From an optimization exercise on the open Yosys and OpenROAD flow, aimed at a short achievable clock period and few clock cycles; shortcuts taken in it are not production practice. The RTL was checked by simulation tests, not by an equivalence proof against the original design. Power is estimated from default activity; no workload was simulated.

==> inputs of run a <==
// image_thresholder
module image_thresholder (
    input  wire        clk,
    input  wire        rst,           
    input  wire        cmd_valid,
    output wire        cmd_ready,
    input  wire [31:0] cmd_data,
    input  wire [7:0]  rd_idx,
    output reg  [31:0] rd_data,
    output wire        out_valid,
    input  wire        out_ready,
    output wire [7:0]  out_data,
    output wire        out_last
);
clock: 12.0 ns
lec_check: 0
abc_clock_period_in_ps: 100
cap_margin: 20
core_margin: 2
core_utilization: 40
slew_margin: 20
synth_hierarchical: 1
setup_slack_margin: 6.5
tns_end_percent: 100
standard.sh (not shown) runs the stock make flow with config.mk's settings and CLKGATE_MAP_FILE= SYNTH_SCRIPT=/design/flow/synth_recipe.tcl, a recipe that flattens the netlist after the stock synthesis.
==> flow/flow/run.sh <==
#!/bin/bash
set -e
MARGIN=6.5
{
  echo "export SETUP_SLACK_MARGIN = $MARGIN"
  echo "export TNS_END_PERCENT = 100"
} >> config.mk
bash standard.sh > standard.log 2>&1
==> inputs of run b, as changes to run a <==
- CORE_UTILIZATION: 40 -> 55
==> comparison <==
Run b passed the timing, design-rule and antenna checks. Run a completed without violations.
Between run b and run a, the lower clock power is in run b (gap 3.3%, measured against run a).
In run b the clock skew is lower than in run a, by 0.031 ns.
Clock-buffer cell count: run b is higher than run a (31).
Against run a, the sequential share of layout area of run b is higher by 0.81 points.
Fmax: run b is larger than run a (about 0.33%).
==> figures <==
item                                                   run b       run a
Quantity of gates resized following cts                  202         203
Post-Route Utilization                                 62.4%       45.9%
Num CTS Buffers                                          302         300
Seq power                                            10.6 mW     10.5 mW
Fraction of the cycle the final worst path needs       50.0%       50.2%
Post-CTS setup-driven buffer insertion count              42          48
Synthesis-to-finish area growth                        12.8%       14.3%
Final-layout worst hold slack                       0.328 ns    0.327 ns
Drt pass-1 iters                                           5           8
Switching part of the total power                      20.6%       21.2%
Outcome                     no timing/DRC/antenna violations  no timing/DRC/antenna violations
Cell internal pwr                                    16.1 mW     16.2 mW
Testbench counts of run a, summed over its fixed seeds: cycles 107,009.
Testbench counts of run b, summed over its fixed seeds: cycles 107,009.

---

==> job 863: inputs <==
Another version of the RTL of image_thresholder (not shown whole).
==> flow/config.mk <==
export PLATFORM = sky130hd
export DESIGN_NAME = image_thresholder
export DESIGN_NICKNAME = image_thresholder
export VERILOG_FILES = /design/flow/design.v
export SDC_FILE = /design/flow/constraint.sdc
export NUM_CORES = 4
export LEC_CHECK = 0
export ABC_CLOCK_PERIOD_IN_PS = 100
export CAP_MARGIN = 20
export CORE_MARGIN = 2
export CORE_UTILIZATION = 40
export SLEW_MARGIN = 20
export SYNTH_HIERARCHICAL = 1
export SETUP_SLACK_MARGIN = 6.5
export TNS_END_PERCENT = 100
==> flow/constraint.sdc <==
create_clock -name core_clock -period 12.0 [get_ports {clk}]
set_input_delay 2.4000 -clock core_clock [delete_from_list [all_inputs] [get_ports {clk}]]
set_output_delay 2.4000 -clock core_clock [all_outputs]
set_load 0.01 [all_outputs]
Scripts as last shown in full above: flow/flow/run.sh
==> inputs of job 4595, as changes to job 863 <==
CORE_UTILIZATION = 60   (was 40)
==> run notes <==
Vias 59.0k; detailed-routing wirelength on met1 112000 um; combinational power 0.778 mW; status complete, no violations; layout cells sized above 1 0.212; #MultiIn Comb 3005; Num CTS Buffers 292; core region area 0.188 mm^2
the above is filed under job 4595

==> run notes <==
combinational power 0.797 mW; Num CTS Buffers 295; #MultiIn Comb 3006; Vias 59.2k; status complete, no violations; core region area 0.282 mm^2; layout cells sized above 1 0.223
the above is filed under job 863

Testbench counts of job 863, summed over its fixed seeds: cycles 107,009.
Testbench counts of job 4595, summed over its fixed seeds: cycles 107,009.

---

==> job 8693: inputs <==
image_thresholder, a different RTL version from the one above (not shown whole).
==> flow/design.v (excerpt) <==
module image_thresholder (
    input  wire        clk,
    input  wire        rst,           
    input  wire        cmd_valid,
    output wire        cmd_ready,
    input  wire [31:0] cmd_data,
    input  wire [7:0]  rd_idx,
    output reg  [31:0] rd_data,
    output wire        out_valid,
    input  wire        out_ready,
    output wire [7:0]  out_data,
    output wire        out_last
);
export LEC_CHECK = 0
export CAP_MARGIN = 20
export CORE_MARGIN = 2
export CORE_UTILIZATION = 40
export SLEW_MARGIN = 20
export SETUP_SLACK_MARGIN = 6.5
export TNS_END_PERCENT = 100
create_clock -name core_clock -period 12.0 [get_ports {clk}]
Scripts as last shown in full above: flow/flow/run.sh
==> job 4254 (differences from job 8693) <==
==> flow/run.sh (new file) <==
#!/bin/bash
# synth_recipe.tcl (not shown) runs the flow's synth.tcl, then flattens the netlist and writes it again
# the make line also repeats each setting of config.mk as NAME=value (left out here)
make -C /OpenROAD-flow-scripts/flow DESIGN_CONFIG=/design/flow/config.mk WORK_HOME=/design/flow/orfs CLKGATE_MAP_FILE= SYNTH_SCRIPT=/design/flow/synth_recipe.tcl finish
--- a/flow/config.mk
+++ b/flow/config.mk
@@ -10,4 +10,4 @@
 export CORE_UTILIZATION = 40
+export SETUP_SLACK_MARGIN = 5
 export SLEW_MARGIN = 20
-export SETUP_SLACK_MARGIN = 6.5
 export TNS_END_PERCENT = 100
removed: flow/flow/run.sh
removed: flow/standard.sh
==> comparison table <==
quantity                                                  job 4254        job 8693
Area growth, synth to finish                                 13.0%           13.6%
Final-layout non-clock buffer area share                     1.39%           1.44%
Multi-input gate share of total cell area                    24.3%           24.3%
PostCTS Resize Cnt                                              77             141
Via count                                                    58.9k           59.2k
Wire length on met2                                 135000 microns  139000 microns
Placement Setup Slack                                      4.02 ns         3.87 ns
Power Clock                                                8.78 mW         9.15 mW
Routability-driven placement congestion ratio                0.910           0.895
Core utilization of the finished layout                      45.3%           45.5%
R2R depth                                                        6              19
Minimum hold slack                                        0.324 ns        0.330 ns
Via/cell ratio                                                5.68            5.70
Setup slack of the worst register-to-register path         7.28 ns         7.03 ns
Worst-case clock skew                                    0.0897 ns       0.0893 ns
Status                            no timing/DRC/antenna violations  no timing/DRC/antenna violations
CP Depth                                                         9              10
Number of fillers in the final layout                        23.9k           23.9k
GR Layer Usage met3                                          2.87%           2.70%
Final period util                                            57.8%           57.3%
Layout Cell Area excl Fill                            128000 sq um    128000 sq um
Top metal layer carrying routed signals                       met4            met5
Clock network area share                                     7.24%           7.51%
Multi-input logic area                                 30900 sq um     31100 sq um
Worst voltage drop across the vdd grid                      132 uV          113 uV
Vias in the first global route                               58.8k           59.1k
Testbench counts of job 8693, summed over its fixed seeds: cycles 107,009.
Testbench counts of job 4254, summed over its fixed seeds: cycles 107,009.

---

==> v17 <==
image_thresholder, a different RTL version from the one above (not shown whole).
==> module image_thresholder_rddec, before the edit <==
module image_thresholder_rddec (
    input  wire [3:0]  idx,
    output wire [13:0] sel
);
    wire [3:0] p0, p1;
    image_thresholder_dec2 u_p0 (.i(idx[1:0]), .p(p0));
    image_thresholder_dec2 u_p1 (.i(idx[3:2]), .p(p1));
    genvar k;
    generate
        for (k = 0; k < 14; k = k + 1) begin : g_sel
            image_thresholder_and2 u_and (.a(p1[k / 4]), .b(p0[k % 4]), .y(sel[k]));
        end
    endgenerate
endmodule
==> module image_thresholder_dec2, before the edit <==
module image_thresholder_dec2 (
    input  wire [1:0] i,
    output wire [3:0] p
);
    assign p[0] = ~i[1] & ~i[0];
    assign p[1] = ~i[1] &  i[0];
    assign p[2] =  i[1] & ~i[0];
    assign p[3] =  i[1] &  i[0];
endmodule
==> module image_thresholder_and2, before the edit <==
module image_thresholder_and2 (
    input  wire a, b,
    output wire y
);
    assign y = a & b;
endmodule
Settings: LEC_CHECK=0, ABC_CLOCK_PERIOD_IN_PS=100, CAP_MARGIN=20, CORE_MARGIN=2, CORE_UTILIZATION=40, SLEW_MARGIN=20, SYNTH_HIERARCHICAL=1, SETUP_SLACK_MARGIN=6.5, TNS_END_PERCENT=100; clock period 12.0 ns.
==> flow/flow/run.sh <==
#!/bin/bash
set -e
MARGIN=6.5
{
  echo "export SETUP_SLACK_MARGIN = $MARGIN"
  echo "export TNS_END_PERCENT = 100"
} >> config.mk
bash standard.sh > standard.log 2>&1
==> inputs of v38, as changes to v17 <==
--- a/flow/design.v
+++ b/flow/design.v
@@ -666,29 +666,11 @@
     output wire [13:0] sel
 );
-    wire [3:0] p0, p1;
-    image_thresholder_dec2 u_p0 (.i(idx[1:0]), .p(p0));
-    image_thresholder_dec2 u_p1 (.i(idx[3:2]), .p(p1));
     genvar k;
     generate
         for (k = 0; k < 14; k = k + 1) begin : g_sel
-            image_thresholder_and2 u_and (.a(p1[k / 4]), .b(p0[k % 4]), .y(sel[k]));
+            assign sel[k] = (idx == k);
         end
     endgenerate
 endmodule
-module image_thresholder_dec2 (
-    input  wire [1:0] i,
-    output wire [3:0] p
-);
-    assign p[0] = ~i[1] & ~i[0];
-    assign p[1] = ~i[1] &  i[0];
-    assign p[2] =  i[1] & ~i[0];
-    assign p[3] =  i[1] &  i[0];
-endmodule
-module image_thresholder_and2 (
-    input  wire a, b,
-    output wire y
-);
-    assign y = a & b;
-endmodule
 module image_thresholder_nor2 (
     input  wire a, b,
==> run notes <==
- Of v17 and v38, v38 has the higher die area (gap 0.48%, measured against v38).
- In sequential cell count, v38 and v17 do not differ.
- Of v17 and v38, v38 has the higher non-clock buffer count (gap 35).
- Between v17 and v38, the lower count of clock-buffer cells in the layout is in v38 (gap 25).
- Fmax: v38 is smaller than v17 (2.1%).
- Synthesized cell count: v17 is smaller than v38 (about 0.5%).
- Against v38, the global-route usage of v17 is higher by 0.31 points.
- In v38 the clock power is smaller than in v17, by 3.4%.
- In v38 the register-to-register slack is worse than in v17, by 0.08 ns.
==> figures <==
| item | v17 | v38 |
|---|---|---|
| Proportion of final cell area spent on non-clock buffers | 0.0151 | 0.0189 |
| Total number of multi-input combinational cells | 3018 | 3032 |
| Number of vias after detailed routing | 59200 | 59100 |
| Final period util | 0.502 | 0.513 |
| Die Y-Extent | 536 um | 537 um |
| HPWL after detailed placement | 178000 um | 172000 um |
| Fraction of layout cells with a size suffix above 1 | 0.229 | 0.229 |
| Placement-stage cell area | 0.119 mm^2 | 0.119 mm^2 |
| Worst setup path endpoint | rd_data[0] | rd_data[7] |
| Number of cells on the worst reg-to-reg path | 18 | 17 |
| Timing startpoint of the critical path | rd_idx[3] | rd_idx[0] |
| Arrival time worst endpoint | 3.62 ns | 3.75 ns |
| Power, Total | 20600 uW | 20300 uW |
| Critical path's slowest cell | o211a_1 | and4b_2 |
| Outcome | no timing/DRC/antenna violations | no timing/DRC/antenna violations |
| DR vias/cell | 5.66 | 5.65 |
| Power Density | 160 mW/mm^2 | 157 mW/mm^2 |
| Flop2flop setup slack | 6.84 ns | 6.76 ns |
| Final weighted congestion in routability-driven placement | 0.879 | 0.883 |
Testbench counts of v17, summed over its fixed seeds: cycles 107,009.
Testbench counts of v38, summed over its fixed seeds: cycles 107,009.

---

==> cedar <==
image_thresholder, a different RTL version from the one above (not shown whole).
## image_thresholder
module image_thresholder (
    input  wire        clk,
    input  wire        rst,           
    input  wire        cmd_valid,
    output wire        cmd_ready,
    input  wire [31:0] cmd_data,
    input  wire [7:0]  rd_idx,
    output reg  [31:0] rd_data,
    output wire        out_valid,
    input  wire        out_ready,
    output wire [7:0]  out_data,
    output wire        out_last
);
clock: 12.0 ns
lec_check: 0
abc_clock_period_in_ps: 100
cap_margin: 20
core_margin: 2
core_utilization: 40
slew_margin: 20
synth_hierarchical: 1
setup_slack_margin: 6.5
tns_end_percent: 100
Scripts as last shown in full above: flow/flow/run.sh
==> inputs of indigo, as changes to cedar <==
==> flow/flow/run.sh (replaced) <==
#!/bin/bash
set -e
MARGIN=7.5
{
  echo "export SETUP_SLACK_MARGIN = $MARGIN"
  echo "export TNS_END_PERCENT = 100"
} >> config.mk
bash standard.sh > standard.log 2>&1
SETUP_SLACK_MARGIN = 7.5   (was 6.5)
==> comparison table <==
item	cedar	indigo
Outcome	finished clean	finished clean
Average vias per placed instance	5.667	5.667
Placed cell areas	118700 sq um	118900 sq um
Part of the total power dissipated in the clock network	44.1%	44.2%
Pre-CTS setup slack	4.759 ns	4.775 ns
DR WL met3	18.06 mm	18.68 mm
Grt met3 use	2.813%	2.788%
Final-layout fill cell count	23840	23690
Finished layout cell area	128800 sq um	129900 sq um
Ratio of final minimum period to clock period	52.43%	52.70%
Buffering overhead	1.695%	1.936%
Layout buffer count excluding clock buffers	228	255
Post-detailed-route wirelength per cell	26.89 um	26.99 um
Post-cts repair resize count	188	284
Share of cell area taken by multi-input logic gates	24.85%	25.10%
Power share of the combinational group	3.9%	4.1%
Number of cells in the finished layout apart from fillers	10470	10510
Worst min-delay path endpoint	bl_h2[0]$_DFF_P_	db_zero$_DFF_P_
Testbench counts of cedar, summed over its fixed seeds: cycles 107,009.
Testbench counts of indigo, summed over its fixed seeds: cycles 107,009.

[static timing again, ports no longer ideal]
How much do the figures lean on ideal ports? The routed layouts below were timed once more, with nothing changed but the port constraints. Step 1, drivers: a clkbuf_16 drives clk and a buf_2 each remaining input, both assumed. Step 2, shift: input delay + t, output delay - t, t = (earliest + latest rising clock arrival at the registers) / 2. This alone moves slack from input paths to output paths. Three values: ideal ports, drivers, drivers and shift; two values: the first two.
run | t, ns | setup slack, ns | worst setup path at the end | worst data-port slew with drivers (ns) | cell pins on the clock port's net
run a | 0.962 | 5.975 / 5.852 / 5.646 | input to register | 0.13 | 1
run b | 0.978 | 5.995 / 5.904 / 5.904 | input to output | 0.14 | 1
job 863 | 0.927 | 5.442 / 5.393 / 5.393 | input to output | 0.09 | 1
job 4595 | 0.985 | 5.415 / 5.375 / 5.375 | input to output | 0.08 | 1
job 8693 | 0.920 | 5.123 / 5.088 / 5.088 | input to output | 0.11 | 1
job 4254 | 0.931 | 5.065 / 5.047 / 4.600 | input to register | 0.08 | 1
v17 | 0.923 | 5.977 / 5.840 / 5.732 | input to register | 0.16 | 1
v38 | 0.932 | 5.845 / 5.797 / 5.797 | input to output | 0.08 | 1
cedar | 0.914 | 5.709 / 5.637 / 5.637 | input to output | 0.11 | 1
indigo | 0.910 | 5.676 / 5.608 / 5.608 | input to output | 0.15 | 1
After both steps setup and hold are still met in every run listed. The setup slack of job 4254, which loses most, moves by -0.018 ns with the drivers and by -0.465 ns with both steps.
